This design comes from an exercise in tuning for small area, a short achievable clock period and few clock cycles per item on the open sky130 flow, not from production work. Function was checked by simulation only, so behaviour that the tests miss may differ from the original.

==> flow/design.v, too long to show whole: its modules and the start of the top module <==
// module bac_encoder: 48 lines
// module bac_table: 95 lines
// module bac_div: 83 lines
// module bac_ks: 26 lines
// module bac_coder: 213 lines
// module bac_booth: 32 lines
// module bac_mac_lo: 1090 lines
// module bac_mac_hi: 1094 lines
module bac_encoder (
    input  wire       clk,
    input  wire       rst,
    input  wire       in_valid,
    output wire       in_ready,
    input  wire [1:0] in_kind,
    input  wire [7:0] in_byte,
    output wire       out_valid,
    input  wire       out_ready,
    output wire [7:0] out_byte
);
  // ...
==> flow/flow/run.sh <==
#!/bin/bash
# Own layout flow.
#  1. the standard synthesis, unchanged (standard.sh synth).
#  2. The netlist's combinational logic is mapped again, region by region
#     (flow/regions.py, flow/remap.sh), each region handed to ABC on its own
#     so that it is mapped against its own critical path rather than the
#     whole design's:
#       - the cells feeding the coder's interval registers, the rest of the
#         coder, and the divider: cells (full/half adders too) turned into
#         their logic functions and mapped with a delay-driven script
#         (flow/resyn.abc: structural choices, mapping against a 5 ns target
#         with the library's load-dependent delays, buffering and sizing);
#       - the table and the rest keep the standard mapping.
#     The registers keep their instance names and cell types, as do the tie
#     cells.
#  3. The rest of the standard flow (standard.sh finish) with
#     SETUP_SLACK_MARGIN raised, so that repair_timing works on every path
#     longer than (clock period - margin).  Clock period and constraints are
#     the standard flow's.
# Each tool's output goes to a log file of its own in this folder.
set -euo pipefail
MARGIN=${MARGIN:-7.5}
bash standard.sh synth > flow_synth.log 2>&1

R=orfs/results/${FLOW_PLATFORM:-sky130hd}/bac_encoder/base
LIB=$FLOW_HOME/platforms/sky130hd/lib/sky130_fd_sc_hd__tt_025C_1v80.lib
YOSYS=$FLOW_HOME/../tools/install/yosys/bin/yosys
[[ -x $YOSYS ]] || YOSYS=yosys
TOP=${FLOW_TOP:-bac_encoder}
cp $R/1_2_yosys.v $R/1_2_yosys_standard.v
mkdir -p regions
printf 'set_driving_cell sky130_fd_sc_hd__buf_1\nset_load 5\n' > regions/abc.constr
python3 flow/regions.py $LIB $R/1_2_yosys_standard.v $TOP regions \
  "$(cat flow/region0.txt)" '^\\u_coder\.' '^\\u_div\.' '^\\u_table\.' > flow_regions.log 2>&1
bash flow/remap.sh $LIB $YOSYS regions $TOP "0 1 2" \
  $PWD/flow/resyn.abc $PWD/regions/abc.constr flow/dont_use.txt \
  $R/1_2_yosys.v "3 4" > flow_remap.log 2>&1
rm -f $R/1_synth.odb $R/1_synth.sdc

if grep -q 'SETUP_SLACK_MARGIN=' standard.sh; then
  sed "s/SETUP_SLACK_MARGIN=[^ ']*/SETUP_SLACK_MARGIN=${MARGIN}/" standard.sh > standard_tight.sh
else
  sed "s/CLKGATE_MAP_FILE= /CLKGATE_MAP_FILE= SETUP_SLACK_MARGIN=${MARGIN} /" standard.sh > standard_tight.sh
fi
bash standard_tight.sh finish > flow_layout.log 2>&1
test -f out/final.def
==> flow/flow/dont_use.txt <==
sky130_fd_sc_hd__lpflow_bleeder_1 sky130_fd_sc_hd__lpflow_clkbufkapwr_1 sky130_fd_sc_hd__lpflow_clkbufkapwr_16 sky130_fd_sc_hd__lpflow_clkbufkapwr_2 sky130_fd_sc_hd__lpflow_clkbufkapwr_4 sky130_fd_sc_hd__lpflow_clkbufkapwr_8 sky130_fd_sc_hd__lpflow_clkinvkapwr_1 sky130_fd_sc_hd__lpflow_clkinvkapwr_16 sky130_fd_sc_hd__lpflow_clkinvkapwr_2 sky130_fd_sc_hd__lpflow_clkinvkapwr_4 sky130_fd_sc_hd__lpflow_clkinvkapwr_8 sky130_fd_sc_hd__lpflow_decapkapwr_12 sky130_fd_sc_hd__lpflow_decapkapwr_3 sky130_fd_sc_hd__lpflow_decapkapwr_4 sky130_fd_sc_hd__lpflow_decapkapwr_6 sky130_fd_sc_hd__lpflow_decapkapwr_8 sky130_fd_sc_hd__lpflow_inputiso0n_1 sky130_fd_sc_hd__lpflow_inputiso0p_1 sky130_fd_sc_hd__lpflow_inputiso1n_1 sky130_fd_sc_hd__lpflow_inputiso1p_1 sky130_fd_sc_hd__lpflow_inputisolatch_1 sky130_fd_sc_hd__lpflow_isobufsrc_1 sky130_fd_sc_hd__lpflow_isobufsrc_16 sky130_fd_sc_hd__lpflow_isobufsrc_2 sky130_fd_sc_hd__lpflow_isobufsrc_4 sky130_fd_sc_hd__lpflow_isobufsrc_8 sky130_fd_sc_hd__lpflow_isobufsrckapwr_16 sky130_fd_sc_hd__lpflow_lsbuf_lh_hl_isowell_tap_1 sky130_fd_sc_hd__lpflow_lsbuf_lh_hl_isowell_tap_2 sky130_fd_sc_hd__lpflow_lsbuf_lh_hl_isowell_tap_4 sky130_fd_sc_hd__lpflow_lsbuf_lh_isowell_4 sky130_fd_sc_hd__lpflow_lsbuf_lh_isowell_tap_1 sky130_fd_sc_hd__lpflow_lsbuf_lh_isowell_tap_2 sky130_fd_sc_hd__lpflow_lsbuf_lh_isowell_tap_4 sky130_fd_sc_hd__probe_p_8 sky130_fd_sc_hd__probec_p_8 
==> flow/flow/region0.txt <==
^\\u_coder\.(rng|rngh|low|sd_)
==> flow/flow/regions.py <==
#!/usr/bin/env python3
"""Split a flat gate-level netlist (yosys write_verilog style) into the
combinational fan-in cone of selected registers and the rest.

usage: regions.py LIB NETLIST TOP OUTDIR REGEX...
  Each REGEX (on register instance names) defines a region: the
  combinational cells reachable backwards from those registers' data/enable
  inputs that no earlier region took, stopping at registers, ports and tie
  cells.  The combinational cells left over form a last region.
Writes OUTDIR/r<i>.v (module <TOP>_r<i>) for each region and OUTDIR/top.v
(module TOP with registers, tie cells and one instance u_r<i> per region)."""
import re, sys

lib, netf, top, outdir = sys.argv[1:5]
rxs = [re.compile(r) for r in sys.argv[5:]]

# --- liberty: pin directions, sequential cells
pindir = {}
seq = set()
cur = None; curpin = None; depth = 0
cell_re = re.compile(r'^\s*cell\s*\(\s*"?([\w]+)"?\s*\)')
pin_re = re.compile(r'^\s*pin\s*\(\s*"?([\w]+)"?\s*\)')
dir_re = re.compile(r'^\s*direction\s*:\s*"?(\w+)"?')
for line in open(lib):
    m = cell_re.match(line)
    if m:
        cur = m.group(1); pindir[cur] = {}; curpin = None; continue
    if cur is None: continue
    m = pin_re.match(line)
    if m:
        curpin = m.group(1); continue
    m = dir_re.match(line)
    if m and curpin is not None:
        pindir[cur][curpin] = m.group(1); curpin = None; continue
    if re.match(r'^\s*(ff|latch|ff_bank|latch_bank)\s*\(', line):
        seq.add(cur)

# --- netlist
text = open(netf).read()
mstart = text.index('module ' + top)
mend = text.index('endmodule', mstart)
body = text[mstart:mend]
head_end = body.index(';') + 1
decls = []       # (kind, width, name)
insts = []       # (type, name, [(pin, net)])
ident = r'(\\\S+\s|[A-Za-z_][\w$]*)'
stmts = body[head_end:].split(';')
inst_re = re.compile(r'^\s*([\w$]+)\s+(\\\S+\s|[\w$]+)\s*\((.*)\)\s*$', re.S)
conn_re = re.compile(r'\.(\w+)\s*\(\s*(.*?)\s*\)\s*(?:,|$)', re.S)
for st in stmts:
    s = st.strip()
    if not s: continue
    if re.match(r'^(input|output|inout|wire)\b', s):
        decls.append(s); continue
    if s.startswith('assign'):
        raise SystemExit('assign statements are not supported: ' + s[:80])
    m = inst_re.match(s)
    if not m:
        raise SystemExit('cannot parse: ' + s[:120])
    ctype, iname, conns = m.group(1), m.group(2).strip(), m.group(3)
    pins = []
    for cm in re.finditer(r'\.(\w+)\s*\(\s*((?:\\\S+\s)|[^()]*?)\s*\)', conns):
        pins.append((cm.group(1), cm.group(2).strip()))
    insts.append((ctype, iname, pins))

def is_const(n): return re.match(r"^\d+'[bh]", n) is not None or n == ''

driver = {}
loads = {}
for idx, (ct, nm, pins) in enumerate(insts):
    for p, n in pins:
        if is_const(n): continue
        d = pindir.get(ct, {}).get(p)
        if d is None: raise SystemExit(f'unknown pin {ct}.{p}')
        if d == 'output': driver[n] = idx
        else: loads.setdefault(n, []).append(idx)

def sequential(ct): return ct in seq
def tie(ct): return 'conb' in ct

# --- regions
owner = {}
def grow(rx, rid):
    start = []; nseed = 0
    for idx, (ct, nm, pins) in enumerate(insts):
        if sequential(ct) and rx.search(nm):
            nseed += 1
            for p, n in pins:
                if pindir[ct][p] == 'input' and p not in ('CLK', 'CLK_N', 'GATE', 'GATE_N') and not is_const(n):
                    start.append(n)
    stack = list(start); seen = set(); cnt = 0
    while stack:
        n = stack.pop()
        if n in seen: continue
        seen.add(n)
        d = driver.get(n)
        if d is None: continue
        ct = insts[d][0]
        if sequential(ct) or tie(ct): continue
        if d in owner: continue
        owner[d] = rid; cnt += 1
        for p, m in insts[d][2]:
            if pindir[ct][p] == 'input' and not is_const(m):
                stack.append(m)
    return nseed, cnt
nreg = len(rxs) + 1
for i, rx in enumerate(rxs):
    ns, nc = grow(rx, i)
    sys.stderr.write(f'region {i}: seed registers {ns}, cells {nc}\n')
left = 0
for idx, (ct, nm, pins) in enumerate(insts):
    if not sequential(ct) and not tie(ct) and idx not in owner:
        owner[idx] = len(rxs); left += 1
sys.stderr.write(f'region {len(rxs)} (rest): cells {left}\n')

port_nets = set()
hdr = body[:head_end]
for dcl in decls:
    m = re.match(r'^(input|output)\s*(\[\d+:\d+\])?\s*(.*)$', dcl)
    if m:
        nm = m.group(3).strip()
        if m.group(2):
            hi, lo = map(int, m.group(2)[1:-1].split(':'))
            for b in range(lo, hi + 1): port_nets.add(f'{nm}[{b}]')
        else:
            port_nets.add(nm)

def esc(n): return n + ' ' if n.startswith('\\') else n
insts_of = [[] for _ in range(nreg)]
for idx, r in owner.items(): insts_of[r].append(idx)
top_conns = []
for r in range(nreg):
    cells = set(insts_of[r])
    cin = []; cout = []; sin = set(); sout = set()
    for idx in sorted(cells):
        ct, nm, pins = insts[idx]
        for p, n in pins:
            if is_const(n): continue
            if pindir[ct][p] == 'input':
                d = driver.get(n)
                if (d is None or d not in cells) and n not in sin:
                    sin.add(n); cin.append(n)
            else:
                outside = [l for l in loads.get(n, []) if l not in cells]
                if (outside or n in port_nets) and n not in sout:
                    sout.add(n); cout.append(n)
    pname = {}
    for i, n in enumerate(cin): pname[n] = f'ci{i}'
    for i, n in enumerate(cout): pname[n] = f'co{i}'
    def inner(n):
        if is_const(n): return n
        if n in pname: return pname[n]
        return 'w_' + re.sub(r'[^\w]', '_', n.strip('\\ '))
    with open(f'{outdir}/r{r}.v', 'w') as f:
        ports = [pname[n] for n in cin] + [pname[n] for n in cout]
        f.write(f'module {top}_r{r}({", ".join(ports)});\n')
        for n in cin: f.write(f'  input {pname[n]};\n')
        for n in cout: f.write(f'  output {pname[n]};\n')
        internal = set()
        for idx in cells:
            for p, n in insts[idx][2]:
                if not is_const(n) and n not in pname: internal.add(inner(n))
        for w in sorted(internal): f.write(f'  wire {w};\n')
        for idx in sorted(cells):
            ct, nm, pins = insts[idx]
            cs = ', '.join(f'.{p}({inner(n)})' for p, n in pins)
            f.write(f'  {ct} {esc(nm)} ({cs});\n')
        f.write('endmodule\n')
    top_conns.append(', '.join(f'.{pname[n]}({esc(n)})' for n in cin + cout))
    sys.stderr.write(f'region {r}: inputs {len(cin)}, outputs {len(cout)}\n')

with open(f'{outdir}/top.v', 'w') as f:
    f.write(hdr + '\n')
    for dcl in decls: f.write('  ' + dcl + ' ;\n')
    for idx, (ct, nm, pins) in enumerate(insts):
        if idx in owner: continue
        cs = ', '.join(f'.{p}({esc(n)})' for p, n in pins)
        f.write(f'  {ct} {esc(nm)} ({cs});\n')
    for r in range(nreg):
        f.write(f'  {top}_r{r} u_r{r} ({top_conns[r]});\n')
    f.write('endmodule\n')
==> flow/flow/remap.sh <==
#!/bin/bash
# usage: remap.sh LIB YOSYS DIR TOP FLATFA_REGIONS ABC_SCRIPT CONSTR DONT_USE_FILE OUT [KEEP_REGIONS]
# Re-maps each region module DIR/r<i>.v with ABC on its own, then merges them
# with DIR/top.v into OUT.  Regions listed in FLATFA_REGIONS (e.g. "0 1") have
# their full/half adder cells turned into logic before mapping too.
set -euo pipefail
LIB=$1; YOSYS=$2; DIR=$3; TOP=$4; FLATFA=$5; SCRIPT=$6; CONSTR=$7; DUF=$8; OUT=$9; KEEPR=${10:-}
DU=""; for c in $(cat $DUF); do DU="$DU -dont_use $c"; done
FAHA="sky130_fd_sc_hd__fa_1 sky130_fd_sc_hd__fa_2 sky130_fd_sc_hd__fa_4 sky130_fd_sc_hd__ha_1 sky130_fd_sc_hd__ha_2 sky130_fd_sc_hd__ha_4"
MODS=""
for f in $DIR/r*.v; do
  r=$(basename $f .v); r=${r#r}
  case " $KEEPR " in *" $r "*) cp $f $DIR/opt_r$r.v; MODS="$MODS $DIR/opt_r$r.v"; continue;; esac
  case " $FLATFA " in *" $r "*) BB="";; *) BB="blackbox $FAHA";; esac
  SC=$SCRIPT; SV=SCRIPT_r$r; [[ -n "${!SV:-}" ]] && SC=${!SV}
  cat > $DIR/opt_r$r.ys <<EOT
read_liberty -ignore_miss_func $LIB
$BB
read_verilog $f
hierarchy -top ${TOP}_r$r
flatten
opt_clean
abc -script $SC -liberty $LIB $DU -constr $CONSTR
opt_clean -purge
hilomap -singleton -hicell sky130_fd_sc_hd__conb_1 HI -locell sky130_fd_sc_hd__conb_1 LO
tee -q -o $DIR/opt_r$r.stat stat -liberty $LIB
write_verilog -noattr -noexpr -nohex -nodec $DIR/opt_r$r.v
EOT
  $YOSYS -q -l $DIR/opt_r$r.log -s $DIR/opt_r$r.ys > /dev/null 2>&1 &
  MODS="$MODS $DIR/opt_r$r.v"
done
wait
cat > $DIR/merge.ys <<EOT
read_liberty -lib $LIB
read_verilog $DIR/top.v $MODS
hierarchy -top $TOP
flatten
opt_clean -purge
insbuf -buf sky130_fd_sc_hd__buf_4 A X
tee -q -o $DIR/merge.stat stat -liberty $LIB
write_verilog -noattr -noexpr -nohex -nodec $OUT
EOT
$YOSYS -q -l $DIR/merge.log -s $DIR/merge.ys > /dev/null 2>&1
grep "Chip area" $DIR/merge.stat
==> flow/flow/resyn.abc <==
strash
dch -f
map -D 5000
topo
buffer -c -N 6
upsize -D 5000
dnsize -D 5000
stime -p
==> flow/standard.sh <==
#!/bin/bash
# synth_recipe.tcl (not shown) runs the flow's synth.tcl, then flattens the netlist and writes it again
# the make line also repeats each setting of config.mk as NAME=value (left out here)
make -C /OpenROAD-flow-scripts/flow DESIGN_CONFIG=/design/flow/config.mk WORK_HOME=/design/flow/orfs CLKGATE_MAP_FILE= SYNTH_SCRIPT=/design/flow/synth_recipe.tcl "${@:-finish}"
==> flow/config.mk <==
export PLATFORM = sky130hd
export DESIGN_NAME = bac_encoder
export DESIGN_NICKNAME = bac_encoder
export VERILOG_FILES = /design/flow/design.v
export SDC_FILE = /design/flow/constraint.sdc
export NUM_CORES = 8
export LEC_CHECK = 0
export CAP_MARGIN = 20
export CORE_MARGIN = 2
export CORE_UTILIZATION = 60
export CTS_CLUSTER_DIAMETER = 100
export CTS_CLUSTER_SIZE = 20
export GPL_ROUTABILITY_DRIVEN = 1
export GPL_TIMING_DRIVEN = 1
export PLACE_DENSITY = 0.75
export SETUP_SLACK_MARGIN = 5
export SLEW_MARGIN = 20
export TNS_END_PERCENT = 100
==> flow/constraint.sdc <==
create_clock -name core_clock -period 16.0 [get_ports {clk}]
set_input_delay 3.2000 -clock core_clock [delete_from_list [all_inputs] [get_ports {clk}]]
set_output_delay 3.2000 -clock core_clock [all_outputs]
set_load 0.01 [all_outputs]
==> qor.yml, run 1 <==
hold_path:
  worstHoldStart: "u_div.dqH[1][2]$_DFFE_PP_"
setup_path:
  rr_endpoint: "u_table.L[107][14]$_DFFE_PP_"
  slowest_stage: "and2_4"
  rr_startpoint: "fq0[5]$_DFFE_PP_"
  cp_cell_sequence: "nor2_1 -> and2_4 -> buf_4 -> buf_4 -> buf_4 -> buf_4 -> a22o_1 -> a221oi_1 -> and4_1 -> nor3_1 -> nor2b_1 -> o21ai_0 -> or2_2 -> nor3_1 -> xor2_1 -> nor2_1"
  crit_top_cell: "buf_4"
  crit_type: "flop to flop"
floorplan:
  fp.dieArea_um2: 470000
  rows: 250
  dieWidth_um: 685
  nWellTaps: 6174
global_route:
  antenna_found_initial: 20
placement:
  hpwl_mm: 577
  dpl_worst_slack_ns: 5.21
final_layout:
  multi_input_area_share: 0.388
  seq_share: 0.496
  multi_input_area_um2: 116000
  design.seq.count: 5054
routing:
  drcViolationCount: 0
  dr.first_iter.drc_count: 32100
  routed.top_layer: "met5"
  routed-wl-met2_mm: 413
  wl_mm: 904
clock_network:
  cts_buffer_depth: 4
  h-tree-depth: 5
  numCtsBuffers: 304
sta:
  relSlewSlack: 0.106
  report.final.slew_viol_count: 0
  finalSetupViolCount: 0
  fin_worst_skew_ns: 0.0802
outcome:
  status: "finished clean"
synthesis:
  syn_area_um2: 278000
Testbench counts, summed over its fixed seeds: cycles 10,962, symbols 10,794.
==> run 2, diff against run 1 <==
--- a/flow/flow/run.sh
+++ b/flow/flow/run.sh
@@ -9,7 +9,8 @@
 #         coder, and the divider: cells (full/half adders too) turned into
 #         their logic functions and mapped with a delay-driven script
 #         (flow/resyn.abc: structural choices, mapping against a 5 ns target
-#         with the library's load-dependent delays, buffering and sizing);
+#         with the library's load-dependent delays, buffering and sizing;
+#         flow/resyn_loop.abc, a 4.5 ns target, for the interval registers);
 #       - the table and the rest keep the standard mapping.
 #     The registers keep their instance names and cell types, as do the tie
 #     cells.
@@ -19,7 +20,7 @@
 #     the standard flow's.
 # Each tool's output goes to a log file of its own in this folder.
 set -euo pipefail
-MARGIN=${MARGIN:-7.5}
+MARGIN=${MARGIN:-8}
 bash standard.sh synth > flow_synth.log 2>&1
 
 R=orfs/results/${FLOW_PLATFORM:-sky130hd}/bac_encoder/base
@@ -32,7 +33,7 @@
 printf 'set_driving_cell sky130_fd_sc_hd__buf_1\nset_load 5\n' > regions/abc.constr
 python3 flow/regions.py $LIB $R/1_2_yosys_standard.v $TOP regions \
   "$(cat flow/region0.txt)" '^\\u_coder\.' '^\\u_div\.' '^\\u_table\.' > flow_regions.log 2>&1
-bash flow/remap.sh $LIB $YOSYS regions $TOP "0 1 2" \
+SCRIPT_r0=$PWD/flow/resyn_loop.abc bash flow/remap.sh $LIB $YOSYS regions $TOP "0 1 2" \
   $PWD/flow/resyn.abc $PWD/regions/abc.constr flow/dont_use.txt \
   $R/1_2_yosys.v "3 4" > flow_remap.log 2>&1
 rm -f $R/1_synth.odb $R/1_synth.sdc
==> flow/flow/resyn_loop.abc (new file) <==
strash
dch -f
map -D 4500
topo
buffer -c -N 6
upsize -D 4500
dnsize -D 4500
stime -p
==> qor.yml, run 2 <==
outcome:
  status: "finished clean"  # unchanged
routing:
  dr.pass1.iters: 13  # was 8
  via_per_inst: 6.54  # was 6.47
  ant_nets: 0  # unchanged
  routedWlPerCell_um: 26.0  # was 25.5 um
  drcViolationCount: 0  # unchanged
  wl_mm: 935  # was 904 mm
  vias: 235000  # was 230000
  dr.first_iter.drc_count: 33100  # was 32100
hold_path:
  hold_class: "flop to flop"  # unchanged
clock_network:
  worst_skew_pair.late_latency_ns: 1.02  # about the same
  h-tree-depth: 5  # unchanged
  cts-root-buf: "clkbuf_16"  # unchanged
  cts.clk_slew.worst_paths_ns: 0.08  # about the same
  numCtsBuffers: 304  # unchanged
  cts_tree: "done"  # unchanged
  cts.sinks: 5054  # unchanged
  cts_buffer_depth: 4  # unchanged
  ctsHoldBuffers: 0  # unchanged
sta:
  setup_slack_ns: 7.95  # was 7.46 ns
  rsz0062_at_grt: "true"  # unchanged
  hold_ws_ns: 0.402  # was 0.408 ns
  worstMarginPinSlew_ns: 1.38  # was 1.34 ns
  max_freq_mhz: 124  # was 117 MHz
  relSlewSlack: 0.0715  # was 0.106
  finalCritPeriodShare: 0.503  # was 0.534
  finalSetupViolCount: 0  # unchanged
  setup_tns_ns: 0  # unchanged
  report.final.slew_viol_count: 0  # unchanged
  period_needed_ns: 8.05  # was 8.54 ns
  hold_violations: 0  # unchanged
  fin_worst_skew_ns: 0.0866  # was 0.0802 ns
global_route:
  gr-total-overflow: 0  # unchanged
  grt_pass1_wl_mm: 1330  # was 1310 mm
  grt_usage: 0.371  # was 0.365
  grt_pass1_vias: 213000  # was 211000
  antenna_found_initial: 18  # was 20
  grt_max_degree: 208  # was 169
setup_path:
  r2r_cells: 45  # was 16
  crit_top_cell: "nand2_2"  # was buf_4
  start_kind: "flop"  # unchanged
  crit_fanout: 16  # was 44
  crit_path_max_incr_delay_ns: 0.49  # was 0.78 ns
  crit_cells: 45  # was 16
  critPathBufInv: 4  # unchanged
  slowest_stage: "edfxtp_1"  # was and2_4
  endpoint_kind: "flop"  # unchanged
  crit_type: "flop to flop"  # unchanged
  critPathTopFamily: "simple AND/OR/NAND/NOR gates"  # unchanged
  reg2reg_slack_ns: 7.95  # was 7.46 ns
  worstPathArrival_ns: 8.82  # was 9.19 ns
  endpoint: "u_div.dremH[10][15]$_DFFE_PP_"  # was u_table.L[107][14]$_DFFE_PP_
  startpoint: "u_div.dt[9][0]$_DFFE_PP_"  # was fq0[5]$_DFFE_PP_
  crit_required_ns: 16.77  # was 16.65 ns
  rr_startpoint: "u_div.dt[9][0]$_DFFE_PP_"  # was fq0[5]$_DFFE_PP_
  rr_endpoint: "u_div.dremH[10][15]$_DFFE_PP_"  # was u_table.L[107][14]$_DFFE_PP_
placement:
  placed_area_um2: 283000  # was 282000 um2
  hpwl_mm: 589  # was 577 mm
  dpl_worst_slack_ns: 5.54  # was 5.21 ns
  place.gp.congestion: 1.01  # was 0.989
  port_buffers: 23  # unchanged
final_layout:
  area.growth.synth_to_final_pct: 8.78  # was 6.97%
  largest_reg_flops: 3600  # unchanged
  layout_commonest_cell: "nand2_1"  # unchanged
  final_area_um2: 304000  # was 298000 um2
  fin_nets: 29700  # was 29300
  regMostFlops: "u_table.L"  # unchanged
  drive_gt1_frac: 0.102  # was 0.0819
  layout.cells.most_common_list: "5014 x nand2_1, 4654 x edfxtp_1, 3699 x nor2_1"  # was 4838 x nand2_1, 4654 x edfxtp_1, 3847 x nor2_1
  top_regs: "u_table.L: 3600 flops, u_table.B: 240 flops"  # unchanged
floorplan:
  io_pins: 24  # unchanged
  rows: 250  # unchanged
  core-area_um2: 464000  # was 463000 um2
  die_y_um: 686  # was 685 um
  dieWidth_um: 686  # was 685 um
  fp.dieArea_um2: 471000  # was 470000 um2
  initial_utilization: 0.602  # was 0.601
synthesis:
  syn_area_um2: 279000  # was 278000 um2
  syn-instance-count: 29900  # was 29800
  avgSynthCellArea_um2: 9.33  # was 9.34 um2
  yosysWarnings: 17  # unchanged
flow_run:
  maxCapViolations: 0  # unchanged
## run 2: cell count changes in the layout (fill, tap and decap cells not counted), moves of 50 or more
cell     change
o22ai_1     -54
o21ai_0     -58
inv_1      -156
nor2_1     -148
buf_4      +227
nand2_1    +176
a21oi_1     -50
## run 2: worst reg2reg max path, delay by kind of cell, from the launching register on
kind | cells | cell delay (ns)
buffers and inverters | 4 | 0.61
DFF | 1 | 0.49
and+or+nand+nor | 24 | 3.68
AOI/OAI and AO/OA | 17 | 3.06
## run 2: area by class of cell
type	count	area, um2
antenna	12	30.0
clock buffer	370	7990
clock inverter	46	612
fill	36100	160000
inverter	2557	9890
multi-input combinational	20600	120000
sequential	5054	148000
tap	6174	7720
timing repair buffer	1121	10100
timing repair inverter	3	20.0
## run 2: metal layers
layer / wire [um] / GRT usage
met2: 427000 / 0.605
met1: 332000 / 0.465
met4: 69400 / 0.220
met5: 144 / 0
met3: 106000 / 0.0673
## run 2: how the worst min path moves through the flow
| stage | slack, ns | startpoint | depth (start not counted) | to |
|---|---|---|---|---|
| after floorplan | 0.40 | u_div.dfin[9]$_DFFE_PP_ | 0 | u_div.dfin[10]$_DFFE_PP_ |
| after global placement | 0.40 | u_div.dqH[8][22]$_DFFE_PP_ | 0 | u_div.dqH[9][25]$_DFFE_PP_ |
| after detailed placement | 0.40 | u_div.dfin[1]$_DFFE_PP_ | 0 | u_div.dfin[2]$_DFFE_PP_ |
| after CTS | 0.40 | u_div.dqH[7][10]$_DFFE_PP_ | 0 | u_div.dqH[8][13]$_DFFE_PP_ |
| after global routing | 0.41 | u_div.dqH[7][10]$_DFFE_PP_ | 0 | u_div.dqH[8][13]$_DFFE_PP_ |
| final | 0.40 | u_div.dqH[7][10]$_DFFE_PP_ | 0 | u_div.dqH[8][13]$_DFFE_PP_ |
## run 2: what timing repair did
action	CTS	global route
pin swaps	44	284
buffers inserted	131	500
resized for setup	402	928
cloned	20	68
endpoints found under the setup margin	401	632
## run 2: metrics by stage
step,utilization,std cells
3_3_place_gp,0.611,34800
2_1_floorplan,-,29900
4_1_cts,0.636,35300
6_report,0.655,35900
5_1_grt,0.655,35900
3_5_place_dp,0.611,34800
==> run 3, diff against run 2 <==
--- a/flow/config.mk
+++ b/flow/config.mk
@@ -7,12 +7,12 @@
 export LEC_CHECK = 0
 export CAP_MARGIN = 20
 export CORE_MARGIN = 2
-export CORE_UTILIZATION = 60
+export CORE_UTILIZATION = 65
 export CTS_CLUSTER_DIAMETER = 100
 export CTS_CLUSTER_SIZE = 20
 export GPL_ROUTABILITY_DRIVEN = 1
 export GPL_TIMING_DRIVEN = 1
-export PLACE_DENSITY = 0.75
+export PLACE_DENSITY = 0.8
 export SETUP_SLACK_MARGIN = 5
 export SLEW_MARGIN = 20
 export TNS_END_PERCENT = 100
==> qor.yml, run 3 <==
routing:
  dr.pass1.iters: 17  # was 13
  drcViolationCount: 0  # unchanged
  vias: 239000  # was 235000
  routedWlPerCell_um: 26.3  # was 26.0 um
  ant_nets: 0  # unchanged
  dr.first_iter.drc_count: 37000  # was 33100
  via_per_inst: 6.75  # was 6.54
  wl_mm: 931  # was 935 mm
sta:
  finalCritPeriodShare: 0.501  # was 0.503
  max_freq_mhz: 125  # was 124 MHz
  setup_tns_ns: 0  # unchanged
  finalSetupViolCount: 0  # unchanged
  worstMarginPinSlew_ns: 1.36  # was 1.38 ns
  report.final.slew_viol_count: 0  # unchanged
  hold_ws_ns: 0.403  # was 0.402 ns
  hold_violations: 0  # unchanged
  rsz0062_at_grt: "true"  # unchanged
  relSlewSlack: 0.0812  # was 0.0715
  period_needed_ns: 8.01  # was 8.05 ns
  fin_worst_skew_ns: 0.0892  # was 0.0866 ns
final_layout:
  regMostFlops: "u_table.L"  # unchanged
  layout_commonest_cell: "nand2_1"  # unchanged
  fin_cells: 35400  # was 35900
  final_area_um2: 304000  # about the same
  largest_reg_flops: 3600  # unchanged
  area.growth.synth_to_final_pct: 8.85  # was 8.78%
  fin_nets: 29700  # about the same
  drive_gt1_frac: 0.103  # was 0.102
  top_regs: "u_table.L: 3600 flops, u_table.B: 240 flops"  # unchanged
  layout.cells.most_common_list: "4990 x nand2_1, 4654 x edfxtp_1, 3686 x nor2_1"  # was 5014 x nand2_1, 4654 x edfxtp_1, 3699 x nor2_1
  num-fill-cells: 30400  # was 36100
setup_path:
  crit_type: "flop to flop"  # unchanged
  r2r_cells: 23  # was 45
  rr_startpoint: "fq0[4]$_DFFE_PP_"  # was u_div.dt[9][0]$_DFFE_PP_
  rr_endpoint: "u_table.thi[14]$_DFFE_PP_"  # was u_div.dremH[10][15]$_DFFE_PP_
  crit_required_ns: 16.80  # was 16.77 ns
  worstPathArrival_ns: 8.82  # about the same
  endpoint_kind: "flop"  # unchanged
  start_kind: "flop"  # unchanged
  crit_path_max_incr_delay_ns: 0.80  # was 0.49 ns
  reg2reg_slack_ns: 7.99  # was 7.95 ns
  crit_fanout: 43  # was 16
  crit_top_cell: "buf_4"  # was nand2_2
  cp_cell_sequence: "nand2b_1 -> nor3_2 -> buf_4 -> buf_4 -> buf_4 -> buf_4 -> buf_4 -> a22o_1 -> a221oi_1 -> nand3_1 -> nor2_1 -> buf_4 -> o22ai_1 -> nor3_1 -> nand3_1 -> ha_1 -> o21ai_0 -> a21oi_1 -> o41ai_1 -> o21ai_0 -> xnor2_1 -> o22ai_1 -> o21ai_1"
  slowest_stage: "edfxtp_1"  # unchanged
placement:
  placed_area_um2: 282000  # was 283000 um2
  hpwl_mm: 571  # was 589 mm
  place.gp.congestion: 1.01  # about the same
  port_buffers: 23  # unchanged
  dp_cells: 34200  # was 34800
floorplan:
  die_y_um: 659  # was 686 um
  dieWidth_um: 659  # was 686 um
  io_pins: 24  # unchanged
  rows: 240  # was 250
  core-area_um2: 428000  # was 464000 um2
  fp.dieArea_um2: 435000  # was 471000 um2
  initial_utilization: 0.653  # was 0.602
global_route:
  antenna_found_initial: 31  # was 18
  grt_pass1_wl_mm: 1320  # was 1330 mm
  gr-total-overflow: 0  # unchanged
  grt_max_degree: 170  # was 208
  grt_pass1_vias: 217000  # was 213000
  grt_usage: 0.399  # was 0.371
synthesis:
  yosysWarnings: 17  # unchanged
  syn-instance-count: 29900  # unchanged
  avgSynthCellArea_um2: 9.33  # unchanged
  syn_area_um2: 279000  # unchanged
hold_path:
  hold_end: "u_div.dqL[4][3]$_DFFE_PP_"  # was u_div.dqH[8][13]$_DFFE_PP_
  holdPathStages: 0  # unchanged
  hold_class: "flop to flop"  # unchanged
  worstHoldStart: "u_div.dqL[3][0]$_DFFE_PP_"  # was u_div.dqH[7][10]$_DFFE_PP_
clock_network:
  cts.clk_slew.worst_paths_ns: 0.09  # was 0.08 ns
  cts.sinks: 5054  # unchanged
  numCtsBuffers: 302  # was 304
  worst_skew_pair.late_latency_ns: 1.02  # about the same
  cts-root-buf: "clkbuf_16"  # unchanged
  h-tree-depth: 5  # unchanged
  cts_buffer_depth: 4  # unchanged
  cts_tree: "done"  # unchanged
outcome:
  status: "finished clean"  # unchanged
flow_run:
  maxCapViolations: 0  # unchanged
run 3: metrics by stage:
| step | utilization | worst slack [ns] |
|---|---|---|
| 2_1_floorplan | - | -1.23 |
| 3_3_place_gp | 0.660 | 5.59 |
| 3_5_place_dp | 0.661 | 5.41 |
| 4_1_cts | 0.689 | 8.00 |
| 5_1_grt | 0.711 | 7.55 |
| 6_report | 0.711 | 7.99 |
run 3: metal layers:
| layer | wire length (um) | track usage | up-vias |
|---|---|---|---|
| met5 | 266 | 0.00299 | - |
| met4 | 79100 | 0.265 | 21 |
| met3 | 121000 | 0.0891 | 4461 |
| met2 | 415000 | 0.635 | 18200 |
| met1 | 316000 | 0.490 | 112000 |
| li1 | - | - | 104000 |
run 3: worst max-delay path, delay by kind of cell, from the launching register on:
kind / cells / cell delay, ns
compound gates: 9 / 1.74
xor+xnor: 1 / 0.35
fa+ha+maj: 1 / 0.38
buf+inv: 6 / 3.30
flops: 1 / 0.80
simple gates: 6 / 1.11
run 3: worst max path at each step:
stage                                      from  slack, ns                            to
floorplan                                   rst      -1.23      u_div.dfin[10]$_DFFE_PP_
global placement    u_coder.rng[1]$_SDFFE_PP0P_       5.59  u_coder.rng[16]$_SDFFE_PP0P_
detailed placement  u_coder.rng[1]$_SDFFE_PP0P_       5.41  u_coder.rng[16]$_SDFFE_PP0P_
CTS                 u_coder.rng[5]$_SDFFE_PP0P_       8.00     u_coder.sd_n[0]$_DFFE_PP_
global route           u_div.dt[9][0]$_DFFE_PP_       7.55  u_div.dremH[10][7]$_DFFE_PP_
finish                         fq0[4]$_DFFE_PP_       7.99     u_table.thi[14]$_DFFE_PP_
run 3: cell type report:
cell class              count  area [um2]  area share
repair inverters            3        20.0   0.0000659
diodes                     24        60.1    0.000198
well taps                5687        7120      0.0234
clock buffers             366        7960      0.0262
multi-input cells       20600      120000       0.395
clock inverters            50         711     0.00234
repair buffers           1103       10500      0.0345
inverters                2557        9790      0.0322
flip-flops and latches   5054      148000       0.486
run 3: timing repair:
action,in CTS,in global routing
buffers inserted,150,491
cloned,25,77
pin swaps,50,343
endpoints found under the hold margin,0,0
resized for setup,411,1024
endpoints found under the setup margin,422,1676
hold buffers,0,0
==> run 4, diff against run 3 <==
==> flow/config.mk (replaced) <==
export PLATFORM = sky130hd
export DESIGN_NAME = bac_encoder
export DESIGN_NICKNAME = bac_encoder
export VERILOG_FILES = /design/flow/design.v
export SDC_FILE = /design/flow/constraint.sdc
export NUM_CORES = 8
export LEC_CHECK = 0
export CAP_MARGIN = 10
export CORE_MARGIN = 2
export CORE_UTILIZATION = 60
export CTS_CLUSTER_DIAMETER = 100
export CTS_CLUSTER_SIZE = 20
export GPL_ROUTABILITY_DRIVEN = 1
export GPL_TIMING_DRIVEN = 1
export PLACE_DENSITY = 0.75
export SETUP_SLACK_MARGIN = 5
export SLEW_MARGIN = 10
export TNS_END_PERCENT = 100
==> qor.yml, run 4 <==
setup_path:
  crit_type: "flop to flop"  # unchanged
  critPathBufInv: 4  # was 6
  crit_fanout: 16  # was 43
  reg2reg_slack_ns: 7.79  # was 7.99 ns
  start_kind: "flop"  # unchanged
  crit_path_max_incr_delay_ns: 0.51  # was 0.80 ns
  rr_endpoint: "u_div.dremH[10][15]$_DFFE_PP_"  # was u_table.thi[14]$_DFFE_PP_
  endpoint_kind: "flop"  # unchanged
  worstPathArrival_ns: 8.96  # was 8.82 ns
  slowest_stage: "edfxtp_1"  # unchanged
  rr_startpoint: "u_div.dt[9][1]$_DFFE_PP_"  # was fq0[4]$_DFFE_PP_
  critPathTopFamily: "simple AND/OR/NAND/NOR gates"  # was buffers and inverters
  r2r_cells: 46  # was 23
  crit_top_cell: "nand2_2"  # was buf_4
  crit_required_ns: 16.75  # was 16.80 ns
synthesis:
  yosysWarnings: 17  # unchanged
  avgSynthCellArea_um2: 9.33  # unchanged
  syn-instance-count: 29900  # unchanged
  syn_area_um2: 279000  # unchanged
routing:
  dr.pass1.iters: 16  # was 17
  dr.first_iter.drc_count: 34200  # was 37000
  drcViolationCount: 0  # unchanged
  routedWlPerCell_um: 26.0  # was 26.3 um
  vias: 236000  # was 239000
  via_per_inst: 6.55  # was 6.75
  ant_nets: 0  # unchanged
  wl_mm: 936  # was 931 mm
placement:
  port_buffers: 23  # unchanged
  place.gp.congestion: 1.01  # about the same
  hpwl_mm: 589  # was 571 mm
  placed_area_um2: 283000  # was 282000 um2
clock_network:
  cts_tree: "done"  # unchanged
  cts-root-buf: "clkbuf_16"  # unchanged
  worst_skew_pair.late_latency_ns: 1.00  # was 1.02 ns
  cts.sinks: 5054  # unchanged
  numCtsBuffers: 304  # was 302
  cts_buffer_depth: 4  # unchanged
  ctsHoldBuffers: 0  # unchanged
  cts.clk_slew.worst_paths_ns: 0.08  # was 0.09 ns
  h-tree-depth: 5  # unchanged
outcome:
  status: "finished clean"  # unchanged
final_layout:
  top_regs: "u_table.L: 3600 flops, u_table.B: 240 flops"  # unchanged
  layout.cells.most_common_list: "5004 x nand2_1, 4654 x edfxtp_1, 3689 x nor2_1"  # was 4990 x nand2_1, 4654 x edfxtp_1, 3686 x nor2_1
  regMostFlops: "u_table.L"  # unchanged
  regArea_um2: 148000  # about the same
  fin_nets: 29800  # was 29700
  largest_reg_flops: 3600  # unchanged
  num-fill-cells: 35900  # was 30400
  drive_gt1_frac: 0.104  # was 0.103
  layout_commonest_cell: "nand2_1"  # unchanged
  multi_input_area_um2: 120000  # about the same
  area.growth.synth_to_final_pct: 9.09  # was 8.85%
  final_area_um2: 305000  # was 304000 um2
hold_path:
  holdPathStages: 0  # unchanged
  hold_class: "flop to flop"  # unchanged
  worstHoldStart: "u_div.dqH[10][26]$_DFFE_PP_"  # was u_div.dqL[3][0]$_DFFE_PP_
  hold_end: "u_div.dqH[11][29]$_DFFE_PP_"  # was u_div.dqL[4][3]$_DFFE_PP_
global_route:
  grt_pass1_vias: 212000  # was 217000
  grt_pass1_wl_mm: 1330  # was 1320 mm
  grt_max_degree: 208  # was 170
  gr-total-overflow: 0  # unchanged
  grt_usage: 0.371  # was 0.399
  antenna_found_initial: 28  # was 31
floorplan:
  initial_utilization: 0.602  # was 0.653
  die_y_um: 686  # was 659 um
  fp.dieArea_um2: 471000  # was 435000 um2
  core-area_um2: 464000  # was 428000 um2
  rows: 250  # was 240
  io_pins: 24  # unchanged
  dieWidth_um: 686  # was 659 um
sta:
  worstMarginPinSlew_ns: 1.34  # was 1.36 ns
  finalSetupViolCount: 0  # unchanged
  fin_worst_skew_ns: 0.0878  # was 0.0892 ns
  report.final.slew_viol_count: 0  # unchanged
  finalCritPeriodShare: 0.513  # was 0.501
  hold_violations: 0  # unchanged
  max_freq_mhz: 122  # was 125 MHz
  rsz0062_at_grt: "true"  # unchanged
  period_needed_ns: 8.21  # was 8.01 ns
  relSlewSlack: 0.101  # was 0.0812
flow_run:
  maxCapViolations: 0  # unchanged
run 4: area by class of cell:
cell class / count / area share
clock buffer: 371 / 0.0262
timing repair inverter: 4 / 0.0000822
multi-input combinational: 20600 / 0.393
tap: 6174 / 0.0254
clock inverter: 51 / 0.00244
antenna: 17 / 0.000140
sequential: 5054 / 0.485
timing repair buffer: 1160 / 0.0351
inverter: 2557 / 0.0325
run 4: worst max path at each step:
stage | cells past startpoint | slack (ns) | startpoint | end
after floorplan | 1 | -1.23 | rst | u_div.dfin[10]$_DFFE_PP_
after global placement | 36 | 5.29 | u_coder.rng[9]$_SDFFE_PP0P_ | u_coder.rng[7]$_SDFFE_PP0P_
after detailed placement | 40 | 5.53 | u_coder.rng[9]$_SDFFE_PP0P_ | u_coder.rng[6]$_SDFFE_PP0P_
after CTS | 36 | 7.98 | u_coder.rng[1]$_SDFFE_PP0P_ | u_coder.rng[6]$_SDFFE_PP0P_
after global routing | 46 | 7.46 | u_div.dt[9][1]$_DFFE_PP_ | u_div.dremH[10][15]$_DFFE_PP_
final | 46 | 7.79 | u_div.dt[9][1]$_DFFE_PP_ | u_div.dremH[10][15]$_DFFE_PP_
run 4: metrics by stage:
stage / std cells / utilization / worst slack [ns] / hold WS, ns / TNS, ns
4_1_cts: 35400 / 0.637 / 7.98 / 0.410 / 0
5_1_grt: 36000 / 0.657 / 7.46 / 0.418 / 0
6_report: 36000 / 0.657 / 7.79 / 0.407 / 0
2_1_floorplan: 29900 / - / -1.23 / 0.400 / -1138.29
3_3_place_gp: 34800 / 0.611 / 5.29 / 0.400 / 0
3_5_place_dp: 34800 / 0.611 / 5.53 / 0.405 / 0
run 4: per-layer routing:
layer	wire length [um]	vias to the layer above	track usage
met5	121	-	0
met4	68700	18	0.215
met3	108000	3515	0.0679
met2	427000	16100	0.604
met1	333000	112000	0.467
li1	-	104000	-
run 4: repair_timing:
item / in CTS / in global routing
cloned: 24 / 73
pin swaps: 43 / 329
setup buffers: 145 / 519
resized for setup: 409 / 985
setup endpoints to repair: 402 / 641
==> run 5, diff against run 4 <==
--- a/flow/flow/run.sh
+++ b/flow/flow/run.sh
@@ -8,9 +8,9 @@
 #       - the cells feeding the coder's interval registers, the rest of the
 #         coder, and the divider: cells (full/half adders too) turned into
 #         their logic functions and mapped with a delay-driven script
-#         (flow/resyn.abc: structural choices, mapping against a 5 ns target
+#         (flow/resyn.abc: structural choices, mapping against a 4.5 ns target
 #         with the library's load-dependent delays, buffering and sizing;
-#         flow/resyn_loop.abc, a 4.5 ns target, for the interval registers);
+#         flow/resyn_loop.abc, the same, for the interval registers);
 #       - the table and the rest keep the standard mapping.
 #     The registers keep their instance names and cell types, as do the tie
 #     cells.
@@ -20,7 +20,7 @@
 #     the standard flow's.
 # Each tool's output goes to a log file of its own in this folder.
 set -euo pipefail
-MARGIN=${MARGIN:-8}
+MARGIN=${MARGIN:-8.5}
 bash standard.sh synth > flow_synth.log 2>&1
 
 R=orfs/results/${FLOW_PLATFORM:-sky130hd}/bac_encoder/base
==> flow/flow/resyn.abc (replaced) <==
strash
dch -f
map -D 4500
topo
buffer -c -N 6
upsize -D 4500
dnsize -D 4500
stime -p
--- a/flow/config.mk
+++ b/flow/config.mk
@@ -5,7 +5,7 @@
 export SDC_FILE = /design/flow/constraint.sdc
 export NUM_CORES = 8
 export LEC_CHECK = 0
-export CAP_MARGIN = 10
+export CAP_MARGIN = 20
 export CORE_MARGIN = 2
 export CORE_UTILIZATION = 60
 export CTS_CLUSTER_DIAMETER = 100
@@ -14,5 +14,5 @@
 export GPL_TIMING_DRIVEN = 1
 export PLACE_DENSITY = 0.75
 export SETUP_SLACK_MARGIN = 5
-export SLEW_MARGIN = 10
+export SLEW_MARGIN = 20
 export TNS_END_PERCENT = 100
==> qor.yml, run 5 <==
setup_path:
  crit_path_max_incr_delay_ns: 0.97  # was 0.51 ns
  worstPathArrival_ns: 9.00  # was 8.96 ns
  crit_type: "flop to flop"  # unchanged
  rr_startpoint: "u_coder.rng[15]$_SDFFE_PP0P_"  # was u_div.dt[9][1]$_DFFE_PP_
  crit_required_ns: 16.91  # was 16.75 ns
  endpoint_kind: "flop"  # unchanged
  crit_fanout: 13  # was 16
  r2r_cells: 42  # was 46
  crit_top_cell: "nand2_1"  # was nand2_2
  start_kind: "flop"  # unchanged
  reg2reg_slack_ns: 7.91  # was 7.79 ns
  rr_endpoint: "u_coder.low[13]$_SDFFE_PP0P_"  # was u_div.dremH[10][15]$_DFFE_PP_
  slowest_stage: "a22oi_1"  # was edfxtp_1
routing:
  routedWlPerCell_um: 27.0  # was 26.0 um
  via_per_inst: 6.67  # was 6.55
  dr.pass1.iters: 35  # was 16
  wl_mm: 990  # was 936 mm
  dr.first_iter.drc_count: 38900  # was 34200
  drcViolationCount: 0  # unchanged
  vias: 244000  # was 236000
  ant_nets: 0  # unchanged
synthesis:
  syn-instance-count: 30300  # was 29900
  syn_area_um2: 281000  # was 279000 um2
  avgSynthCellArea_um2: 9.27  # was 9.33 um2
  yosysWarnings: 17  # unchanged
final_layout:
  fin_nets: 30400  # was 29800
  layout.cells.most_common_list: "5199 x nand2_1, 4654 x edfxtp_1, 3450 x nor2_1"  # was 5004 x nand2_1, 4654 x edfxtp_1, 3689 x nor2_1
  final_area_um2: 313000  # was 305000 um2
  fin_cells: 36600  # was 36000
  num-fill-cells: 35200  # was 35900
  fin_util: 0.671  # was 0.657
  largest_reg_flops: 3600  # unchanged
  regMostFlops: "u_table.L"  # unchanged
  top_regs: "u_table.L: 3600 flops, u_table.B: 240 flops"  # unchanged
  drive_gt1_frac: 0.129  # was 0.104
  layout_commonest_cell: "nand2_1"  # unchanged
  area.growth.synth_to_final_pct: 11.6  # was 9.09%
sta:
  worstMarginPinSlew_ns: 1.33  # was 1.34 ns
  finalSetupViolCount: 0  # unchanged
  setup_tns_ns: 0  # unchanged
  rsz0062_at_grt: "true"  # unchanged
  max_freq_mhz: 124  # was 122 MHz
  period_needed_ns: 8.09  # was 8.21 ns
  fin_worst_skew_ns: 0.0788  # was 0.0878 ns
  hold_violations: 0  # unchanged
  report.final.slew_viol_count: 0  # unchanged
  relSlewSlack: 0.101  # about the same
  finalCritPeriodShare: 0.505  # was 0.513
hold_path:
  hold_end: "u_div.dqL[9][9]$_DFFE_PP_"  # was u_div.dqH[11][29]$_DFFE_PP_
  holdPathStages: 0  # unchanged
  worstHoldStart: "u_div.dqL[8][6]$_DFFE_PP_"  # was u_div.dqH[10][26]$_DFFE_PP_
  hold_class: "flop to flop"  # unchanged
floorplan:
  io_pins: 24  # unchanged
  core-area_um2: 466000  # was 464000 um2
  dieWidth_um: 688  # was 686 um
  rows: 251  # was 250
  fp.dieArea_um2: 473000  # was 471000 um2
  die_y_um: 688  # was 686 um
  initial_utilization: 0.602  # about the same
clock_network:
  cts.sinks: 5054  # unchanged
  worst_skew_pair.late_latency_ns: 1.03  # was 1.00 ns
  h-tree-depth: 5  # unchanged
  ctsHoldBuffers: 0  # unchanged
  cts_tree: "done"  # unchanged
  cts_buffer_depth: 4  # unchanged
  cts-root-buf: "clkbuf_16"  # unchanged
  cts.clk_slew.worst_paths_ns: 0.08  # about the same
  numCtsBuffers: 303  # was 304
placement:
  dp_cells: 35100  # was 34800
  placed_area_um2: 285000  # was 283000 um2
  place.gp.congestion: 0.993  # was 1.01
  hpwl_mm: 588  # was 589 mm
  port_buffers: 23  # unchanged
global_route:
  gr-total-overflow: 0  # unchanged
  grt_usage: 0.378  # was 0.371
  grt_pass1_wl_mm: 1360  # was 1330 mm
  grt_max_degree: 179  # was 208
  antenna_found_initial: 40  # was 28
  grt_pass1_vias: 217000  # was 212000
flow_run:
  maxCapViolations: 0  # unchanged
outcome:
  status: "finished clean"  # unchanged
[run 5: what timing repair did]
item	in CTS	in global routing
endpoints found under the setup margin	1014	1484
buffers inserted	219	746
pin swaps	82	530
resized for setup	605	1653
cloned	29	123
[run 5: stage by stage]
step / setup WS, ns / hold WS [ns]
2_1_floorplan: -1.23 / 0.400
5_1_grt: 7.85 / 0.410
4_1_cts: 8.46 / 0.398
3_3_place_gp: 5.81 / 0.400
6_report: 7.91 / 0.396
3_5_place_dp: 5.78 / 0.405
[run 5: layout make-up]
class                      count  area (um2)  area share
inverter                    2518        9870      0.0315
timing repair inverter         3        25.0   0.0000799
timing repair buffer        1480       14200      0.0454
clock inverter                51         702     0.00224
multi-input combinational  20900      125000       0.398
sequential                  5054      148000       0.472
antenna                       34        85.1    0.000272
clock buffer                 352        7940      0.0253
tap                         6198        7750      0.0248
[run 5: worst max-delay path: cells and delay by family (launching register included)]
| kind | cells | cell delay [ns] |
|---|---|---|
| AO/OA/AOI/OAI | 8 | 2.36 |
| XOR/XNOR | 2 | 0.48 |
| buffers and inverters | 7 | 1.21 |
| flip-flops | 1 | 0.43 |
| AND/OR/NAND/NOR | 25 | 3.47 |
[run 5: how the worst max path moves through the flow]
| stage | startpoint | endpoint | cells past startpoint |
|---|---|---|---|
| global placement | u_coder.rng[1]$_SDFFE_PP0P_ | u_coder.rng[9]$_SDFFE_PP0P_ | 38 |
| detailed placement | u_coder.rng[1]$_SDFFE_PP0P_ | u_coder.rng[15]$_SDFFE_PP0P_ | 36 |
| CTS | u_coder.rng[1]$_SDFFE_PP0P_ | u_coder.rng[15]$_SDFFE_PP0P_ | 40 |
| floorplan | rst | u_div.dfin[10]$_DFFE_PP_ | 1 |
| finish | u_coder.rng[15]$_SDFFE_PP0P_ | u_coder.low[13]$_SDFFE_PP0P_ | 42 |
| global route | u_coder.rng[15]$_SDFFE_PP0P_ | u_coder.rng[15]$_SDFFE_PP0P_ | 41 |
[run 5: per-layer routing]
| metal | wire length, um | GRT usage |
|---|---|---|
| met1 | 344000 | 0.474 |
| met2 | 442000 | 0.611 |
| met3 | 124000 | 0.0727 |
| met4 | 79300 | 0.226 |
| met5 | 491 | 0.00112 |
==> module bac_encoder, before the edit <==
module bac_encoder (
    input  wire       clk,
    input  wire       rst,
    input  wire       in_valid,
    output wire       in_ready,
    input  wire [1:0] in_kind,
    input  wire [7:0] in_byte,
    output wire       out_valid,
    input  wire       out_ready,
    output wire [7:0] out_byte
);
    wire adv;
    reg  [9:0] fq0, fq1;
    reg  [1:0] fcount;
    assign in_ready = (fcount != 2'd2);
    wire push = in_valid && in_ready;
    wire pop  = adv && (fcount != 2'd0);
    always @(posedge clk) begin
        if (rst) begin
            fcount <= 2'd0;
        end else begin
            fcount <= fcount + {1'b0, push} - {1'b0, pop};
            if (pop) begin
                fq0 <= (fcount == 2'd2) ? fq1 : {in_kind, in_byte};
                if (push) fq1 <= {in_kind, in_byte};
            end else if (push) begin
                if (fcount == 2'd0) fq0 <= {in_kind, in_byte};
                else fq1 <= {in_kind, in_byte};
            end
        end
    end
    wire       c_fin = fq0[9];
    wire [8:0] sym   = fq0[8] ? 9'd256 : {1'b0, fq0[7:0]};
    wire        tv, tfin;
    wire [14:0] tlo, thi, tt;
    bac_table u_table (
        .clk(clk), .rst(rst), .adv(adv), .pop(pop), .c_fin(c_fin), .sym(sym),
        .tv(tv), .tfin(tfin), .tlo(tlo), .thi(thi), .tt(tt));
    wire        cv, cfin;
    wire [32:0] qL, qH;
    bac_div u_div (
        .clk(clk), .rst(rst), .adv(adv),
        .tv(tv), .tfin(tfin), .tlo(tlo), .thi(thi), .tt(tt),
        .cv(cv), .cfin(cfin), .qL(qL), .qH(qH));
    bac_coder u_coder (
        .clk(clk), .rst(rst), .cv(cv), .cfin(cfin), .qL(qL), .qH(qH), .adv(adv),
        .out_valid(out_valid), .out_ready(out_ready), .out_byte(out_byte));
endmodule
==> module bac_table, before the edit <==
module bac_table (
    input  wire        clk,
    input  wire        rst,
    input  wire        adv,
    input  wire        pop,
    input  wire        c_fin,
    input  wire [8:0]  sym,
    output reg         tv,
    output reg         tfin,
    output reg  [14:0] tlo,
    output reg  [14:0] thi,
    output reg  [14:0] tt
);
    reg [14:0] L [0:15][1:15];
    reg [14:0] B [1:16];
    reg [14:0] T;
    reg        frozen;
    wire        eof     = sym[8];
    wire [3:0]  kb      = sym[7:4];
    wire [3:0]  jb      = sym[3:0];
    wire        do_init = rst || (adv && pop && c_fin);
    wire        do_inc  = adv && pop && !c_fin && !frozen;
    reg  [14:0] R [1:15];
    integer k, j;
    always @(*) begin
        for (j = 1; j <= 15; j = j + 1) begin
            R[j] = 15'd0;
            for (k = 0; k < 16; k = k + 1)
                R[j] = R[j] | ({15{kb == k}} & L[k][j]);
        end
    end
    wire [14:0] W [1:15];
    genvar g, h, i;
    generate
        for (g = 1; g <= 15; g = g + 1) begin : wb
            wire [14:0] jv = g;
            assign W[g] = do_init ? jv : (R[g] + {14'd0, (jb < g)});
        end
        for (h = 0; h < 16; h = h + 1) begin : blk
            wire we = do_init || (do_inc && !eof && (kb == h));
            for (g = 1; g <= 15; g = g + 1) begin : ent
                always @(posedge clk)
                    if (we) L[h][g] <= W[g];
            end
        end
        for (h = 1; h <= 16; h = h + 1) begin : bas
            wire [14:0] iv = 16 * h;
            wire        inc = do_inc && !eof && (kb < h);
            wire [14:0] ones;
            assign ones[0] = 1'b1;
            for (i = 1; i < 15; i = i + 1) begin : on
                assign ones[i] = &B[h][i-1:0];
            end
            always @(posedge clk)
                B[h] <= do_init ? iv : (B[h] ^ ({15{inc}} & ones));
        end
    endgenerate
    always @(posedge clk)
        T <= do_init ? 15'd257 : (T + {14'd0, do_inc});
    reg  [14:0] bk, bk1, llo, lhi;
    always @(*) begin
        bk  = 15'd0;
        bk1 = 15'd0;
        for (k = 1; k <= 16; k = k + 1) begin
            bk  = bk  | ({15{{eof, kb} == k}} & B[k]);
            bk1 = bk1 | ({15{{eof, kb} == k - 1}} & B[k]);
        end
        llo = 15'd0;
        lhi = 15'd0;
        for (j = 1; j <= 15; j = j + 1) begin
            llo = llo | ({15{jb == j}} & R[j]);
            lhi = lhi | ({15{jb == j - 1}} & R[j]);
        end
    end
    wire [14:0] lo_v = bk + llo;
    wire [14:0] hi_v = eof ? T : ((jb == 4'd15) ? bk1 : (bk + lhi));
    always @(posedge clk) begin
        if (rst) begin
            tv     <= 1'b0;
            frozen <= 1'b0;
        end else if (adv) begin
            tv   <= pop;
            tfin <= c_fin;
            tlo  <= lo_v;
            thi  <= hi_v;
            tt   <= T;
            if (pop) begin
                if (c_fin)
                    frozen <= 1'b0;
                else if (!frozen && T == 15'd32766)
                    frozen <= 1'b1;
            end
        end
    end
endmodule
==> run 6, diff against run 5 <==
--- a/flow/design.v
+++ b/flow/design.v
@@ -10,11 +10,13 @@
     output wire [7:0] out_byte
 );
     wire adv;
-    reg  [9:0] fq0, fq1;
-    reg  [1:0] fcount;
+    reg  [9:0]  fq0, fq1;
+    reg  [15:0] fb0, fb1;
+    reg  [1:0]  fcount;
     assign in_ready = (fcount != 2'd2);
     wire push = in_valid && in_ready;
     wire pop  = adv && (fcount != 2'd0);
+    wire [15:0] in_blk = in_kind[0] ? 16'd0 : (16'd1 << in_byte[7:4]);
     always @(posedge clk) begin
         if (rst) begin
             fcount <= 2'd0;
@@ -22,10 +24,19 @@
             fcount <= fcount + {1'b0, push} - {1'b0, pop};
             if (pop) begin
                 fq0 <= (fcount == 2'd2) ? fq1 : {in_kind, in_byte};
-                if (push) fq1 <= {in_kind, in_byte};
+                fb0 <= (fcount == 2'd2) ? fb1 : in_blk;
+                if (push) begin
+                    fq1 <= {in_kind, in_byte};
+                    fb1 <= in_blk;
+                end
             end else if (push) begin
-                if (fcount == 2'd0) fq0 <= {in_kind, in_byte};
-                else fq1 <= {in_kind, in_byte};
+                if (fcount == 2'd0) begin
+                    fq0 <= {in_kind, in_byte};
+                    fb0 <= in_blk;
+                end else begin
+                    fq1 <= {in_kind, in_byte};
+                    fb1 <= in_blk;
+                end
             end
         end
     end
@@ -34,7 +45,7 @@
     wire        tv, tfin;
     wire [14:0] tlo, thi, tt;
     bac_table u_table (
-        .clk(clk), .rst(rst), .adv(adv), .pop(pop), .c_fin(c_fin), .sym(sym),
+        .clk(clk), .rst(rst), .adv(adv), .pop(pop), .c_fin(c_fin), .sym(sym), .bsel(fb0),
         .tv(tv), .tfin(tfin), .tlo(tlo), .thi(thi), .tt(tt));
     wire        cv, cfin;
     wire [32:0] qL, qH;
@@ -53,6 +64,7 @@
     input  wire        pop,
     input  wire        c_fin,
     input  wire [8:0]  sym,
+    input  wire [15:0] bsel,      
     output reg         tv,
     output reg         tfin,
     output reg  [14:0] tlo,
@@ -74,7 +86,7 @@
         for (j = 1; j <= 15; j = j + 1) begin
             R[j] = 15'd0;
             for (k = 0; k < 16; k = k + 1)
-                R[j] = R[j] | ({15{kb == k}} & L[k][j]);
+                R[j] = R[j] | ({15{bsel[k]}} & L[k][j]);
         end
     end
     wire [14:0] W [1:15];
@@ -85,7 +97,7 @@
             assign W[g] = do_init ? jv : (R[g] + {14'd0, (jb < g)});
         end
         for (h = 0; h < 16; h = h + 1) begin : blk
-            wire we = do_init || (do_inc && !eof && (kb == h));
+            wire we = do_init || (do_inc && bsel[h]);
             for (g = 1; g <= 15; g = g + 1) begin : ent
                 always @(posedge clk)
                     if (we) L[h][g] <= W[g];
--- a/flow/flow/run.sh
+++ b/flow/flow/run.sh
@@ -8,9 +8,9 @@
 #       - the cells feeding the coder's interval registers, the rest of the
 #         coder, and the divider: cells (full/half adders too) turned into
 #         their logic functions and mapped with a delay-driven script
-#         (flow/resyn.abc: structural choices, mapping against a 4.5 ns target
+#         (flow/resyn.abc: structural choices, mapping against a 5 ns target
 #         with the library's load-dependent delays, buffering and sizing;
-#         flow/resyn_loop.abc, the same, for the interval registers);
+#         flow/resyn_loop.abc, a 4.5 ns target, for the interval registers);
 #       - the table and the rest keep the standard mapping.
 #     The registers keep their instance names and cell types, as do the tie
 #     cells.
@@ -20,7 +20,7 @@
 #     the standard flow's.
 # Each tool's output goes to a log file of its own in this folder.
 set -euo pipefail
-MARGIN=${MARGIN:-8.5}
+MARGIN=${MARGIN:-8}
 bash standard.sh synth > flow_synth.log 2>&1
 
 R=orfs/results/${FLOW_PLATFORM:-sky130hd}/bac_encoder/base
==> flow/flow/resyn.abc (replaced) <==
strash
dch -f
map -D 5000
topo
buffer -c -N 6
upsize -D 5000
dnsize -D 5000
stime -p
==> qor.yml, run 6 <==
outcome:
  status: "finished clean"  # unchanged
sta:
  period_needed_ns: 8.13  # was 8.09 ns
  fin_worst_skew_ns: 0.130  # was 0.0788 ns
  hold_violations: 0  # unchanged
  setup_slack_ns: 7.87  # was 7.91 ns
  report.final.slew_viol_count: 0  # unchanged
  worstMarginPinSlew_ns: 1.39  # was 1.33 ns
  rsz0062_at_grt: "true"  # unchanged
  max_freq_mhz: 123  # was 124 MHz
floorplan:
  rows: 251  # unchanged
  core-area_um2: 467000  # was 466000 um2
  die_y_um: 689  # was 688 um
  io_pins: 24  # unchanged
final_layout:
  drive_gt1_frac: 0.112  # was 0.129
  regMostFlops: "u_table.L"  # unchanged
  area.growth.synth_to_final_pct: 10.1  # was 11.6%
  fin_nets: 30100  # was 30400
  layout_commonest_cell: "nand2_1"  # unchanged
routing:
  dr.first_iter.drc_count: 36900  # was 38900
  via_per_inst: 6.60  # was 6.67
  routedWlPerCell_um: 26.3  # was 27.0 um
  dr.pass1.iters: 17  # was 35
clock_network:
  cts.sinks: 5086  # was 5054
  cts.clk_slew.worst_paths_ns: 0.08  # about the same
  cts_buffer_depth: 4  # unchanged
  h-tree-depth: 5  # unchanged
  ctsHoldBuffers: 0  # unchanged
  cts-root-buf: "clkbuf_16"  # unchanged
setup_path:
  critPathBufInv: 6  # was 7
  worstPathArrival_ns: 8.82  # was 9.00 ns
  crit_required_ns: 16.69  # was 16.91 ns
  crit_fanout: 8  # was 13
  reg2reg_slack_ns: 7.87  # was 7.91 ns
  crit_path_max_incr_delay_ns: 0.46  # was 0.97 ns
  start_kind: "flop"  # unchanged
  rr_endpoint: "u_div.dremL[3][8]$_DFFE_PP_"  # was u_coder.low[13]$_SDFFE_PP0P_
synthesis:
  syn-instance-count: 30200  # was 30300
  avgSynthCellArea_um2: 9.31  # was 9.27 um2
placement:
  placed_area_um2: 286000  # was 285000 um2
  port_buffers: 23  # unchanged
  place.gp.congestion: 0.994  # was 0.993
hold_path:
  hold_class: "flop to flop"  # unchanged
  hold_end: "u_div.dqH[11][7]$_DFFE_PP_"  # was u_div.dqL[9][9]$_DFFE_PP_
  holdPathStages: 0  # unchanged
global_route:
  grt_pass1_wl_mm: 1350  # was 1360 mm
  grt_max_degree: 172  # was 179
run 6: worst max-delay path by stage:
stage,start,end,slack [ns]
after floorplan,rst,u_div.dfin[10]$_DFFE_PP_,-1.23
after global placement,u_coder.rng[1]$_SDFFE_PP0P_,u_coder.rng[16]$_SDFFE_PP0P_,5.36
after detailed placement,u_coder.rng[1]$_SDFFE_PP0P_,u_coder.rng[16]$_SDFFE_PP0P_,5.31
after CTS,u_div.dt[9][5]$_DFFE_PP_,u_div.dremH[10][11]$_DFFE_PP_,8.00
after global routing,u_div.dt[2][1]$_DFFE_PP_,u_div.dremL[3][8]$_DFFE_PP_,7.63
final,u_div.dt[2][1]$_DFFE_PP_,u_div.dremL[3][8]$_DFFE_PP_,7.87
run 6: final cells by class:
class	instances	area, um2
clock buffers	348	7940
diodes	18	45.0
clock inverters	56	1040
fillers	35900	157000
inverters	2535	9800
repair inverters	8	50.0
repair buffers	1279	12100
flip-flops and latches	5086	149000
well taps	6198	7750
multi-input cells	20800	122000
run 6: layer usage:
layer,vias to the layer above,GRT usage,share of wire
met5,-,0.00163,0.00019
met4,16,0.195,0.067
met3,3462,0.0739,0.12
met2,16300,0.600,0.45
met1,114000,0.487,0.36
li1,106000,-,-
run 6: per-stage QoR:
stage | std cells | setup TNS (ns) | utilization | hold WS, ns
detailed placement | 35100 | 0 | 0.612 | 0.405
floorplan | 30200 | -1134.52 | - | 0.400
CTS | 35700 | 0 | 0.640 | 0.340
finish | 36400 | 0 | 0.663 | 0.343
global route | 36300 | 0 | 0.663 | 0.350
global placement | 35100 | 0 | 0.612 | 0.400
run 6: worst reg2reg max path: cells and delay by family (launching register included):
| family | cells | cell delay [ns] |
|---|---|---|
| AND/OR/NAND/NOR | 30 | 4.12 |
| buffers and inverters | 6 | 0.90 |
| AO/OA/AOI/OAI | 14 | 2.36 |
| flip-flops | 1 | 0.46 |
run 6: repair_timing:
item	4_1_cts	5_1_grt
setup endpoints to repair	384	382
gates cloned	26	86
gates resized for setup	448	1198
pin swaps	68	384
setup buffers	210	543
Testbench counts of run 6, summed over its fixed seeds: cycles 10,962, symbols 10,794.

-- separate check: timing with driven ports --
How much do the figures lean on ideal ports? The routed layouts below were timed once more, with nothing changed but the port constraints.
Step 1 (the two cells are an assumption about what drives the block):
set clk [get_ports {clk}]
set_driving_cell -lib_cell sky130_fd_sc_hd__clkbuf_16 $clk
set_driving_cell -lib_cell sky130_fd_sc_hd__buf_2 [delete_from_list [all_inputs] $clk]
Step 2, shift: input delay + t, output delay - t, t = (earliest + latest rising clock arrival at the registers) / 2. This alone moves slack from input paths to output paths.
Three values: no drivers, after step 1, after step 2; two values: the first two.
| run | shift t [ns] | setup slack, ns | worst setup path at the end | clock arrival spread, ns |
|---|---|---|---|---|
| run 1 | 1.103 | 7.460 / 7.460 / 7.460 | register to register | 0.099 / 0.100 |
| run 2 | 1.090 | 7.951 / 7.951 / 7.951 | register to register | 0.098 / 0.098 |
| run 3 | 1.091 | 7.988 / 7.988 / 7.988 | register to register | 0.113 / 0.113 |
| run 4 | 1.073 | 7.794 / 7.794 / 7.794 | register to register | 0.098 / 0.098 |
| run 5 | 1.107 | 7.912 / 7.912 / 7.912 | register to register | 0.093 / 0.093 |
| run 6 | 1.091 | 7.870 / 7.870 / 7.870 | register to register | 0.163 / 0.164 |
After both steps setup and hold are still met in every run listed.
